Background: an optimization exercise with open tools, aiming at small area, a short achievable clock period and few clock cycles. Do not read the settings as production practice.
Only the layout flow was run in this run; the RTL was not checked for function there.
Power figures rest on the tool's default switching activity, not on a simulated workload.

$ cat design/flow/config.mk
export PLATFORM = sky130hd
export DESIGN_NAME = probe_engine
export DESIGN_NICKNAME = probe_engine
export VERILOG_FILES = /design/flow/design.v
export SDC_FILE = /design/flow/constraint.sdc
export NUM_CORES = 4
export LEC_CHECK = 0
export CAP_MARGIN = 20
export CORE_MARGIN = 2
export CORE_UTILIZATION = 40
export SLEW_MARGIN = 20
$ cat design/flow/constraint.sdc
create_clock -name core_clock -period 8.0 [get_ports {clk}]
set_input_delay 1.6000 -clock core_clock [delete_from_list [all_inputs] [get_ports {clk}]]
set_output_delay 1.6000 -clock core_clock [all_outputs]
set_load 0.01 [all_outputs]
$ cat design/flow/design.v
module probe_engine (
    input  wire        clk,
    input  wire        rst,           
    input  wire        verbose_in,
    input  wire [7:0]  pin_in,        
    output wire [7:0]  pin_dir,       
    output wire [7:0]  pin_pull,      
    output wire [7:0]  pin_out,       
    output reg         ev_valid,
    output reg  [2:0]  ev_kind,       
    output reg  [2:0]  ev_pin,
    output wire        ev_bit,        
    output reg         rep_valid,
    output reg  [1:0]  rep_kind,      
    output reg  [1:0]  rep_finder,    
    output wire [2:0]  rep_p0,
    output wire [2:0]  rep_p1,
    output wire [2:0]  rep_p2,
    output wire [2:0]  rep_p3,
    output reg         rep_p3_valid,
    output reg  [31:0] rep_value,
    output reg         rep_found,
    output wire        done,
    output reg         found_id,
    output reg         found_by,
    output reg         found_sw
);
    localparam NPINS = 8;
    localparam RSV_A = 1;
    localparam RSV_B = 2;
    localparam [15:0] SWD_SWITCH  = 16'h79E7;
    localparam [15:0] SWD_REQUEST = 16'h00A5;
    localparam EV_CFGIN = 3'd1, EV_CFGOUT = 3'd2, EV_SET = 3'd3, EV_CLR = 3'd4, EV_READ = 3'd5;
    localparam RK_CAND = 2'd0, RK_MATCH = 2'd1, RK_RESULT = 2'd2;
    localparam F_ID = 2'd0, F_BY = 2'd1, F_SW = 2'd2;
    localparam [5:0]
        S_VERB      = 6'd0,
        S_ID_CHK    = 6'd1,
        S_ID_ADV    = 6'd2,
        S_ID_CAND   = 6'd3,
        S_CFGALL    = 6'd4,
        S_CFGOUT_C  = 6'd5,
        S_CFGOUT_M  = 6'd6,
        S_CFGOUT_D  = 6'd7,
        S_SRST      = 6'd8,
        S_IT_SETTMS = 6'd9,
        S_IT_LOOP   = 6'd10,
        S_IT_LATCH  = 6'd11,
        S_IT_GATE   = 6'd12,
        S_ID_DCHK   = 6'd13,
        S_ID_DADV   = 6'd14,
        S_ID_DCAND  = 6'd15,
        S_TD_CFGOUT = 6'd16,
        S_TD_FLUSH  = 6'd17,
        S_TD_SRST   = 6'd18,
        S_TD_MEAS   = 6'd19,
        S_TD_VERD   = 6'd20,
        S_TD_CFGIN  = 6'd21,
        S_TD_MATCH  = 6'd22,
        S_ID_RES    = 6'd23,
        S_BY_CHK    = 6'd24,
        S_BY_ADV    = 6'd25,
        S_BY_CAND   = 6'd26,
        S_BT_SETTMS = 6'd27,
        S_BT_CLRTDI = 6'd28,
        S_BT_ADV    = 6'd29,
        S_BT_FLUSH  = 6'd30,
        S_BT_CLRTMS = 6'd31,
        S_BT_MEAS   = 6'd32,
        S_BT_VERD   = 6'd33,
        S_BT_ACC    = 6'd34,
        S_BY_RES    = 6'd35,
        S_SW_CHK    = 6'd36,
        S_SW_ADV    = 6'd37,
        S_SW_CAND   = 6'd38,
        S_ST_LVL    = 6'd39,
        S_ST_PULSE  = 6'd40,
        S_ST_SHIFT  = 6'd41,
        S_ST_SEGEND = 6'd42,
        S_ST_CLRCLK = 6'd43,
        S_ST_CLRDIO = 6'd44,
        S_ST_CFGIN  = 6'd45,
        S_ST_RD     = 6'd46,
        S_ST_VERD   = 6'd47,
        S_ST_MATCH  = 6'd48,
        S_SW_RES    = 6'd49,
        S_IDLE      = 6'd50;
    localparam [1:0] TT_ID = 2'd0, TT_BY = 2'd1, TT_SW = 2'd2;
    reg  [5:0]  st;
    reg  [1:0]  tt;           
    reg  [9:0]  cnt;          
    reg  [1:0]  ph;           
    reg  [2:0]  seg;          
    reg  [15:0] pat;          
    reg  [2:0]  c, m, o, d;   
    reg         verbose;
    reg         accept;
    reg         prev;
    reg  [15:0] tog;
    reg  [31:0] acc;
    reg  [31:0] cap;
    wire [NPINS-1:0] dir_r, pull_r, out_r;
    function usable;
        input [2:0] p;
        usable = (p != RSV_A) && (p != RSV_B);
    endfunction
    wire trip_ok = usable(c) && usable(m) && usable(o) && (m != c) && (o != c) && (o != m);
    wire d_ok    = usable(d) && (d != c) && (d != m) && (d != o);
    wire pair_ok = usable(c) && usable(m) && (m != c);
    wire       seg_level = (seg == 3'd1) || (seg == 3'd4);
    wire [9:0] seg_count = seg_level ? 10'd50 : 10'd8;
    always @(*) begin
        ev_valid = 1'b0;
        ev_kind  = 3'd0;
        ev_pin   = 3'd0;
        case (st)
            S_CFGALL: if (usable(cnt[2:0])) begin
                ev_valid = 1'b1; ev_kind = EV_CFGIN; ev_pin = cnt[2:0];
            end
            S_CFGOUT_C: begin ev_valid = 1'b1; ev_kind = EV_CFGOUT; ev_pin = c; end
            S_CFGOUT_M: begin ev_valid = 1'b1; ev_kind = EV_CFGOUT; ev_pin = m; end
            S_CFGOUT_D: begin ev_valid = 1'b1; ev_kind = EV_CFGOUT; ev_pin = d; end
            S_IT_SETTMS: begin ev_valid = 1'b1; ev_kind = EV_SET; ev_pin = m; end
            S_IT_LOOP: begin
                ev_valid = 1'b1;
                case (ph)
                    2'd0: begin ev_kind = EV_SET; ev_pin = c; end
                    2'd1: begin ev_kind = (cnt == 10'd5) ? EV_SET : EV_CLR; ev_pin = m; end
                    2'd2: begin ev_kind = EV_CLR; ev_pin = c; end
                    default: begin ev_kind = EV_READ; ev_pin = o; end
                endcase
            end
            S_TD_CFGOUT: begin ev_valid = 1'b1; ev_kind = EV_CFGOUT; ev_pin = d; end
            S_TD_FLUSH: begin
                ev_valid = 1'b1;
                ev_kind  = (ph == 2'd0) ? EV_SET : EV_CLR;
                ev_pin   = c;
            end
            S_TD_MEAS: begin
                ev_valid = 1'b1;
                case (ph)
                    2'd0: begin ev_kind = EV_SET; ev_pin = c; end
                    2'd1: begin ev_kind = (cnt < 10'd32 && !cnt[0]) ? EV_SET : EV_CLR; ev_pin = d; end
                    2'd2: begin ev_kind = EV_CLR; ev_pin = c; end
                    default: begin ev_kind = EV_READ; ev_pin = o; end
                endcase
            end
            S_TD_CFGIN: begin ev_valid = 1'b1; ev_kind = EV_CFGIN; ev_pin = d; end
            S_BT_SETTMS: begin ev_valid = 1'b1; ev_kind = EV_SET; ev_pin = m; end
            S_BT_CLRTDI: begin ev_valid = 1'b1; ev_kind = EV_CLR; ev_pin = d; end
            S_BT_ADV: begin
                ev_valid = 1'b1;
                case (ph)
                    2'd0: begin ev_kind = EV_SET; ev_pin = c; end
                    2'd1: begin ev_kind = (cnt == 10'd6) ? EV_SET : EV_CLR; ev_pin = m; end
                    default: begin ev_kind = EV_CLR; ev_pin = c; end
                endcase
            end
            S_BT_FLUSH: begin
                ev_valid = 1'b1;
                ev_kind  = (ph == 2'd0) ? EV_SET : EV_CLR;
                ev_pin   = c;
            end
            S_BT_CLRTMS: begin ev_valid = 1'b1; ev_kind = EV_CLR; ev_pin = m; end
            S_BT_MEAS: begin
                ev_valid = 1'b1;
                case (ph)
                    2'd0: begin ev_kind = EV_SET; ev_pin = c; end
                    2'd1: begin ev_kind = (cnt[1:0] == 2'd0) ? EV_SET : EV_CLR; ev_pin = d; end
                    2'd2: begin ev_kind = EV_CLR; ev_pin = c; end
                    default: begin ev_kind = EV_READ; ev_pin = o; end
                endcase
            end
            S_BT_ACC: if (accept) begin ev_valid = 1'b1; ev_kind = EV_SET; ev_pin = m; end
            S_ST_LVL: begin ev_valid = 1'b1; ev_kind = seg_level ? EV_SET : EV_CLR; ev_pin = m; end
            S_ST_PULSE: begin
                ev_valid = 1'b1;
                ev_kind  = (ph == 2'd0) ? EV_CLR : EV_SET;
                ev_pin   = c;
            end
            S_ST_SHIFT: begin
                ev_valid = 1'b1;
                case (ph)
                    2'd0: begin ev_kind = EV_CLR; ev_pin = c; end
                    2'd1: begin ev_kind = pat[15] ? EV_SET : EV_CLR; ev_pin = m; end
                    default: begin ev_kind = EV_SET; ev_pin = c; end
                endcase
            end
            S_ST_SEGEND: begin ev_valid = 1'b1; ev_kind = EV_CLR; ev_pin = c; end
            S_ST_CLRCLK: begin ev_valid = 1'b1; ev_kind = EV_CLR; ev_pin = c; end
            S_ST_CLRDIO: begin ev_valid = 1'b1; ev_kind = EV_CLR; ev_pin = m; end
            S_ST_CFGIN:  begin ev_valid = 1'b1; ev_kind = EV_CFGIN; ev_pin = m; end
            S_ST_RD: begin
                if (ph == 2'd0) begin
                    ev_valid = 1'b1; ev_kind = EV_CLR; ev_pin = c;
                end else if (ph == 2'd1) begin
                    ev_valid = 1'b1; ev_kind = EV_SET; ev_pin = c;
                end else if (cnt >= 10'd3 && cnt <= 10'd34) begin
                    ev_valid = 1'b1; ev_kind = EV_READ; ev_pin = m;
                end
            end
            default: ;
        endcase
    end
    assign ev_bit = dir_r[ev_pin] ? out_r[ev_pin] : pin_in[ev_pin];
    wire is_read = ev_valid && (ev_kind == EV_READ);
    assign rep_p0 = c;
    assign rep_p1 = m;
    assign rep_p2 = o;
    assign rep_p3 = d;
    always @(*) begin
        rep_valid    = 1'b0;
        rep_kind     = RK_CAND;
        rep_finder   = F_ID;
        rep_p3_valid = 1'b0;
        rep_value    = 32'd0;
        rep_found    = 1'b0;
        case (st)
            S_ID_CAND:  if (verbose) begin rep_valid = 1'b1; end
            S_ID_DCAND: if (verbose) begin rep_valid = 1'b1; rep_p3_valid = 1'b1; end
            S_TD_MATCH: if (accept) begin
                rep_valid = 1'b1; rep_kind = RK_MATCH; rep_p3_valid = 1'b1; rep_value = cap;
            end
            S_ID_RES: begin rep_valid = 1'b1; rep_kind = RK_RESULT; rep_found = found_id; end
            S_BY_CAND: if (verbose) begin rep_valid = 1'b1; rep_finder = F_BY; rep_p3_valid = 1'b1; end
            S_BT_ACC: if (accept) begin
                rep_valid = 1'b1; rep_kind = RK_MATCH; rep_finder = F_BY; rep_p3_valid = 1'b1; rep_value = acc;
            end
            S_BY_RES: begin rep_valid = 1'b1; rep_kind = RK_RESULT; rep_finder = F_BY; rep_found = found_by; end
            S_SW_CAND: if (verbose) begin rep_valid = 1'b1; rep_finder = F_SW; end
            S_ST_MATCH: if (accept) begin
                rep_valid = 1'b1; rep_kind = RK_MATCH; rep_finder = F_SW; rep_value = acc;
            end
            S_SW_RES: begin rep_valid = 1'b1; rep_kind = RK_RESULT; rep_finder = F_SW; rep_found = found_sw; end
            default: ;
        endcase
    end
    assign done = (st == S_IDLE);
    genvar gp;
    generate
        for (gp = 0; gp < NPINS; gp = gp + 1) begin : g_pin
            if (gp == RSV_A || gp == RSV_B) begin : g_rsv
                assign dir_r[gp]  = 1'b0;
                assign pull_r[gp] = 1'b0;
                assign out_r[gp]  = 1'b0;
            end else begin : g_use
                reg dir_q, pull_q, out_q;
                always @(posedge clk) begin
                    if (rst) begin
                        dir_q  <= 1'b0;
                        pull_q <= 1'b1;
                        out_q  <= 1'b1;
                    end else if (ev_valid && ev_pin == gp) begin
                        case (ev_kind)
                            EV_CFGIN:  begin dir_q <= 1'b0; pull_q <= 1'b1; out_q <= 1'b1; end
                            EV_CFGOUT: begin dir_q <= 1'b1; pull_q <= 1'b0; out_q <= 1'b0; end
                            EV_SET:    out_q <= 1'b1;
                            EV_CLR:    out_q <= 1'b0;
                            default: ;
                        endcase
                    end
                end
                assign dir_r[gp]  = dir_q;
                assign pull_r[gp] = pull_q;
                assign out_r[gp]  = out_q;
            end
        end
    endgenerate
    assign pin_dir  = dir_r;
    assign pin_pull = pull_r;
    assign pin_out  = out_r;
    wire do_srst = (st == S_SRST) || (st == S_TD_SRST);
    always @(posedge clk) begin
        if (do_srst) begin
            prev <= 1'b0;
            tog  <= 16'd0;
            acc  <= 32'd0;
        end else if (is_read) begin
            if (ev_bit != prev) tog <= tog + 16'd1;
            prev <= ev_bit;
            acc  <= {ev_bit, acc[31:1]};
        end
        if (st == S_IT_LATCH) cap <= acc;
    end
    always @(posedge clk) begin
        if (rst) begin
            st       <= S_VERB;
            tt       <= TT_ID;
            cnt      <= 10'd0;
            ph       <= 2'd0;
            seg      <= 3'd0;
            c        <= 3'd0;
            m        <= 3'd0;
            o        <= 3'd0;
            d        <= 3'd0;
            verbose  <= 1'b0;
            accept   <= 1'b0;
            found_id <= 1'b0;
            found_by <= 1'b0;
            found_sw <= 1'b0;
        end else begin
            case (st)
                S_VERB: begin
                    verbose  <= verbose_in;
                    found_id <= 1'b0;
                    c <= 3'd0; m <= 3'd0; o <= 3'd0;
                    st <= S_ID_CHK;
                end
                S_ID_CHK: st <= trip_ok ? S_ID_CAND : S_ID_ADV;
                S_ID_ADV: begin
                    {c, m, o} <= {c, m, o} + 9'd1;
                    st <= ({c, m, o} == 9'h1FF) ? S_ID_RES : S_ID_CHK;
                end
                S_ID_CAND: begin
                    tt <= TT_ID; cnt <= 10'd0; st <= S_CFGALL;
                end
                S_CFGALL: begin
                    cnt <= cnt + 10'd1;
                    if (cnt == NPINS - 1) st <= S_CFGOUT_C;
                end
                S_CFGOUT_C: st <= S_CFGOUT_M;
                S_CFGOUT_M: st <= (tt == TT_BY) ? S_CFGOUT_D : S_SRST;
                S_CFGOUT_D: st <= S_SRST;
                S_SRST: begin
                    cnt <= 10'd0;
                    ph  <= 2'd0;
                    seg <= 3'd0;
                    case (tt)
                        TT_ID:   st <= S_IT_SETTMS;
                        TT_BY:   st <= S_BT_SETTMS;
                        default: st <= S_ST_LVL;
                    endcase
                end
                S_IT_SETTMS: st <= S_IT_LOOP;
                S_IT_LOOP: begin
                    case (ph)
                        2'd0: ph <= (cnt == 10'd4 || cnt == 10'd5 || cnt == 10'd6) ? 2'd1 : 2'd2;
                        2'd1: ph <= 2'd2;
                        2'd2: begin
                            if (cnt >= 10'd8) ph <= 2'd3;
                            else begin ph <= 2'd0; cnt <= cnt + 10'd1; end
                        end
                        default: begin
                            ph <= 2'd0;
                            cnt <= cnt + 10'd1;
                            if (cnt == 10'd39) st <= S_IT_LATCH;
                        end
                    endcase
                end
                S_IT_LATCH: st <= S_IT_GATE;
                S_IT_GATE: begin
                    d <= 3'd0;
                    st <= (tog > 16'd7) ? S_ID_DCHK : S_ID_ADV;
                end
                S_ID_DCHK: st <= d_ok ? S_ID_DCAND : S_ID_DADV;
                S_ID_DADV: begin
                    d  <= d + 3'd1;
                    st <= (d == 3'd7) ? S_ID_ADV : S_ID_DCHK;
                end
                S_ID_DCAND: st <= S_TD_CFGOUT;
                S_TD_CFGOUT: begin cnt <= 10'd0; ph <= 2'd0; st <= S_TD_FLUSH; end
                S_TD_FLUSH: begin
                    if (ph == 2'd0) ph <= 2'd1;
                    else begin
                        ph  <= 2'd0;
                        cnt <= cnt + 10'd1;
                        if (cnt == 10'd511) st <= S_TD_SRST;
                    end
                end
                S_TD_SRST: begin cnt <= 10'd0; ph <= 2'd0; st <= S_TD_MEAS; end
                S_TD_MEAS: begin
                    ph <= ph + 2'd1;
                    if (ph == 2'd3) begin
                        cnt <= cnt + 10'd1;
                        if (cnt == 10'd511) st <= S_TD_VERD;
                    end
                end
                S_TD_VERD: begin
                    accept <= (tog > 16'd29) && (tog < 16'd35);
                    st <= S_TD_CFGIN;
                end
                S_TD_CFGIN: st <= S_TD_MATCH;
                S_TD_MATCH: begin
                    if (accept) found_id <= 1'b1;
                    st <= S_ID_DADV;
                end
                S_ID_RES: begin
                    found_by <= 1'b0;
                    c <= 3'd0; m <= 3'd0; o <= 3'd0; d <= 3'd0;
                    st <= S_BY_CHK;
                end
                S_BY_CHK: st <= (trip_ok && d_ok) ? S_BY_CAND : S_BY_ADV;
                S_BY_ADV: begin
                    {c, m, o, d} <= {c, m, o, d} + 12'd1;
                    st <= ({c, m, o, d} == 12'hFFF) ? S_BY_RES : S_BY_CHK;
                end
                S_BY_CAND: begin
                    tt <= TT_BY; cnt <= 10'd0; st <= S_CFGALL;
                end
                S_BT_SETTMS: st <= S_BT_CLRTDI;
                S_BT_CLRTDI: begin cnt <= 10'd0; ph <= 2'd0; st <= S_BT_ADV; end
                S_BT_ADV: begin
                    case (ph)
                        2'd0: ph <= (cnt == 10'd5 || cnt == 10'd6 || cnt == 10'd7) ? 2'd1 : 2'd2;
                        2'd1: ph <= 2'd2;
                        default: begin
                            ph  <= 2'd0;
                            cnt <= cnt + 10'd1;
                            if (cnt == 10'd8) begin cnt <= 10'd0; st <= S_BT_FLUSH; end
                        end
                    endcase
                end
                S_BT_FLUSH: begin
                    if (ph == 2'd0) ph <= 2'd1;
                    else begin
                        ph  <= 2'd0;
                        cnt <= cnt + 10'd1;
                        if (cnt == 10'd63) st <= S_BT_CLRTMS;
                    end
                end
                S_BT_CLRTMS: begin cnt <= 10'd0; ph <= 2'd0; st <= S_BT_MEAS; end
                S_BT_MEAS: begin
                    ph <= ph + 2'd1;
                    if (ph == 2'd3) begin
                        cnt <= cnt + 10'd1;
                        if (cnt == 10'd32) st <= S_BT_VERD;
                    end
                end
                S_BT_VERD: begin
                    accept <= (tog > 16'd13) && (tog < 16'd19);
                    st <= S_BT_ACC;
                end
                S_BT_ACC: begin
                    if (accept) found_by <= 1'b1;
                    st <= S_BY_ADV;
                end
                S_BY_RES: begin
                    found_sw <= 1'b0;
                    c <= 3'd0; m <= 3'd0;
                    st <= S_SW_CHK;
                end
                S_SW_CHK: st <= pair_ok ? S_SW_CAND : S_SW_ADV;
                S_SW_ADV: begin
                    {c, m} <= {c, m} + 6'd1;
                    st <= ({c, m} == 6'h3F) ? S_SW_RES : S_SW_CHK;
                end
                S_SW_CAND: begin
                    tt <= TT_SW; cnt <= 10'd0; st <= S_CFGALL;
                end
                S_ST_LVL: begin
                    cnt <= 10'd0; ph <= 2'd0;
                    st  <= S_ST_PULSE;
                end
                S_ST_PULSE: begin
                    if (ph == 2'd0) ph <= 2'd1;
                    else begin
                        ph  <= 2'd0;
                        cnt <= cnt + 10'd1;
                        if (cnt == seg_count - 10'd1) st <= S_ST_SEGEND;
                    end
                end
                S_ST_SHIFT: begin
                    if (ph == 2'd2) begin
                        ph  <= 2'd0;
                        pat <= {pat[14:0], 1'b0};
                        cnt <= cnt + 10'd1;
                        if (cnt == 10'd15) st <= S_ST_SEGEND;
                    end else ph <= ph + 2'd1;
                end
                S_ST_SEGEND: begin
                    seg <= seg + 3'd1;
                    cnt <= 10'd0;
                    ph  <= 2'd0;
                    if (seg == 3'd5) st <= S_ST_CLRCLK;
                    else if (seg == 3'd1 || seg == 3'd4) begin
                        pat <= (seg == 3'd1) ? SWD_SWITCH : SWD_REQUEST;
                        st  <= S_ST_SHIFT;
                    end else st <= S_ST_LVL;
                end
                S_ST_CLRCLK: st <= S_ST_CLRDIO;
                S_ST_CLRDIO: st <= S_ST_CFGIN;
                S_ST_CFGIN: begin cnt <= 10'd0; ph <= 2'd0; st <= S_ST_RD; end
                S_ST_RD: begin
                    if (ph == 2'd2) begin
                        ph  <= 2'd0;
                        cnt <= cnt + 10'd1;
                        if (cnt == 10'd37) st <= S_ST_VERD;
                    end else ph <= ph + 2'd1;
                end
                S_ST_VERD: begin
                    accept <= (tog > 16'd7);
                    st <= S_ST_MATCH;
                end
                S_ST_MATCH: begin
                    if (accept) found_sw <= 1'b1;
                    st <= S_SW_ADV;
                end
                S_SW_RES: st <= S_IDLE;
                S_IDLE:   st <= S_IDLE;
                default:  st <= S_IDLE;
            endcase
        end
    end
endmodule
$ cat design/flow/run.sh
#!/bin/bash
# synth_recipe.tcl (not shown) runs the flow's synth.tcl, then flattens the netlist and writes it again
# the make line also repeats each setting of config.mk as NAME=value (left out here)
make -C /OpenROAD-flow-scripts/flow DESIGN_CONFIG=/design/flow/config.mk WORK_HOME=/design/flow/orfs CLKGATE_MAP_FILE= SYNTH_SCRIPT=/design/flow/synth_recipe.tcl finish
==> results.ini <==
[run_status]
status = no timing/DRC/antenna violations

[setup_path]
worstSetupEndpointType = primary output
max_stage_delay_ns = 0.95
critPathRequiredTime_ns = 6.40
worstPathMaxFanout = 30
worstPathArrival_ns = 4.95
crit_chain = nand2b_1 > nor3_1 > a41o_1 > a211o_1 > nor2_4 > inv_2 > o31ai_2 > a211oi_1 > mux2_1 > o31a_1 > clkinv_2 > clkdlybuf4s50_1
worst-setup-path-type = flip-flop to primary output
cp-start-kind = flip-flop
crit_slowest_cell = dfxtp_1

[clock_network]
cts.sinks = 154
ctsLongestPathBuffers = 2
cts_buffers = 17
ctsHoldBuffers = 0
insertion_delay_ns = 0.44
post_cts.repair.setup_buffers = 0
clk_pin_slew_ns = 0.07
htreeDepth = 4
post_cts_resized = 0
cts_tree = done
cts-root-buf = clkbuf_16

[sta]
setup_tns_ns = 0
min_period_ns = 6.55
clock.fmax_ghz = 0.153
setup_ws_ns = 1.45
min_period_over_period_pct = 81.8
hold_ws_ns = 0.463
rsz0062_at_grt = no
setup_violations = 0
fin_skew_ns = 0.0181
timing.final.hold_violations = 0
max_slew.worst_pin.slew_ns = 1.06
slew_viol_final = 0
slew_headroom_pct = 29.1

[job]
max_cap_violations = 0

[die]
core.rowCount = 59
io_pins = 98
die_x_um = 166
fp.dieH_um = 166
core_region_area_mm2 = 0.0259
die_area_mm2 = 0.0276
initial_core_util_pct = 40.5

[power]
peakVddDrop_mv = 0.118
clkPwrFrac_pct = 31.2
powerDensity_mw_per_mm2 = 225
p_comb_share_pct = 32.8
swShare_pct = 41.2
p_leak_nw = 4.29
internal_power_mw = 1.59
p_sw_mw = 1.11
seq_power_share_pct = 36.0

[synth]
yosysUniqueCellTypes = 93
ys_seq_elements = 154
synth_area_leaders = dfxtp_1 20%, edfxtp_1 14%, nor2_1 5.5%, mux2i_1 4.6%, nand2_1 3.5%
synth_ff_type = dfxtp_1
synth-simple-area-share_pct = 23.7
yosysSeqAreaShare_pct = 33.9
yosys_warnings = 1
synth_top_area_share_pct = 20.2
synth_largest_area_cell = dfxtp_1
syn_area_mm2 = 0.0105
synth_compound_area_share_pct = 23.6
synth_mux_area_share_pct = 4.68
synth_xor_area_share_pct = 3.31
ys_async_sr_fraction_pct = 0
syn_avg_cell_area_um2 = 8.23
synth-edff-count = 48
synthAdderAreaFrac_pct = 3.22
synthCells = 1276
synth_top_family_by_area = simple AND/OR/NAND/NOR gates

[cells_and_area]
layout_commonest_cell = nor2_1
drive_above_1_share_pct = 7.79
nNetsFinal = 1335
final_cell_mix = 152 x nor2_1, 105 x dfxtp_1, 97 x nand2_1
n_antenna_cell = 0
final_cells = 1645
syn_to_final_growth_pct = 14.7

[place]
dpl.cell_count = 1613
dpl.hpwl_mm = 25.1
io_buffer_count = 91
dp_slack_ns = 1.97
gp_congestion = 0.991

[routing]
ant_nets = 0
drt-pass1-iter-count = 8
drc_errors = 0
via_count = 10200
wl_per_cell_um = 21.6
drt_iter0_drc = 1060
routed_wl_mm = 35.5
viasPerCell = 6.19

[grt]
antenna_found_initial = 0
grt_max_degree = 52
grt_first_pass_wirelength_mm = 55.1
grt_overflow = 0
grt_pass1_vias = 9589
grt.total_usage_pct = 25.0

[min_path]
hold_class = flip-flop to flip-flop

-- synth_stat cells (8+ instances only) --
cell	count
a211o_1	8
nor2b_1	13
nand2_1	97
nand3_1	54
or4_1	9
a22oi_1	12
or2_2	10
o32ai_1	8
buf_4	28
a22o_1	32
o31ai_1	12
a31oi_1	19
buf_2	16
dfxtp_1	106
buf_1	9
nand2b_1	17
nor3_1	36
xor2_1	15
and2_1	13
o21ai_0	66
nor4_1	13
inv_1	37
nand4_1	23
mux2i_1	48
a21o_1	13
and3_1	14
buf_6	8
clkbuf_1	54
nor2_1	153
a21oi_1	66
o2111ai_1	8
o22ai_1	10
ha_1	27
a211oi_1	13
edfxtp_1	48
xnor2_1	21
-- final cells by class --
| type | instances | area (µm²) |
|---|---|---|
| fill | 2532 | 13900 |
| multi-input combinational | 968 | 6210 |
| sequential | 154 | 3560 |
| timing repair buffer | 112 | 1060 |
| clock buffer | 18 | 450 |
| tap | 335 | 419 |
| inverter | 44 | 166 |
| clock inverter | 14 | 165 |
-- path summary, 6_finish.rpt --
kind,startpoint,endpoint,slack [ns],depth (start not counted)
setup / recovery,st[3]$_SDFFE_PP0P_,ev_bit,1.45,12
hold / removal,acc[0]$_SDFFE_PP0P_,cap[0]$_DFFE_PP_,0.46,0
setup reg to reg,st[3]$_SDFFE_PP0P_,tog[11]$_SDFFE_PP0P_,2.76,13
hold reg to reg,acc[0]$_SDFFE_PP0P_,cap[0]$_DFFE_PP_,0.46,0
-- cells by family after synthesis --
family	after synthesis
AND/OR/NAND/NOR	494
buffers and inverters	159
adder cells (fa/ha/maj)	27
other	1
flip-flops	154
multiplexers	49
XOR/XNOR	38
AO/OA/AOI/OAI	354
-- through the flow --
stage               total power, mW  utilization (%)  instance area [µm²]
detailed placement             1.84             44.1                11400
global route                   2.83             46.5                12000
finish                         2.70             46.5                12000
floorplan                      1.59                -                10500
CTS                            2.69             46.5                12000
global placement               1.85             44.1                11400
-- metal layers --
| metal | vias up | global-route usage [%] | wire (µm) |
|---|---|---|---|
| met1 | 4830 | 33.6 | 15600 |
| li1 | 4746 | - | - |
| met3 | 89 | 6.43 | 3110 |
| met4 | 0 | 10.2 | 1270 |
| met5 | - | 0 | 0 |
| met2 | 520 | 38.4 | 15600 |
-- state kept, by name, indices dropped and copies added, names as in the netlist, 3 cells and up --
| register | flops |
|---|---|
| acc | 32 |
| c | 3 |
| cap | 32 |
| cnt | 10 |
| d | 3 |
| g_pin.g_use.dir_q | 6 |
| g_pin.g_use.out_q | 6 |
| g_pin.g_use.pull_q | 6 |
| m | 3 |
| o | 3 |
| pat | 16 |
| seg | 3 |
| st | 6 |
| tog | 16 |
-- critical path: cells and delay by family (launching register included) --
kind,cells,cell delay (ns)
compound gates,5,1.27
buf+inv,3,0.77
flops,1,0.95
mux,1,0.35
simple gates,3,1.14
-- power by group through the flow --
| stage | clock network (mW) | logic, mW | registers (mW) |
|---|---|---|---|
| finish | 0.844 | 0.888 | 0.972 |
| CTS | 0.862 | 0.862 | 0.969 |
| global placement | 0 | 0.864 | 0.985 |
| global route | 0.891 | 0.957 | 0.983 |
| detailed placement | 0 | 0.857 | 0.986 |
| floorplan | 0 | 0.663 | 0.927 |

-- what the ideal ports hide --
The results above use ideal ports. As a check the final layout listed here was re-extracted and re-timed, cells and wires unchanged.
Step 1: set_driving_cell puts a clkbuf_16 on clk and a buf_2 on each other input, an assumption about the parent block.
Step 2 also shifts input and output timing later by t, the mid clock arrival at the registers, as if the neighbouring blocks saw the same clock.
a / b / c = ideal / step 1 / step 2; a / b = the first two.
shift t [ns]: 0.474
setup slack, ns: 1.454 / 1.410 / 1.884
slew at the worst register clock pin (ns): 0.09 / 0.09
worst data-port slew with drivers (ns): 0.06
cell pins on the clock port's net: 1
After both steps setup and hold are still met in this run. For this run, drivers alone change the setup slack by -0.044 ns; drivers and shift together by +0.430 ns.
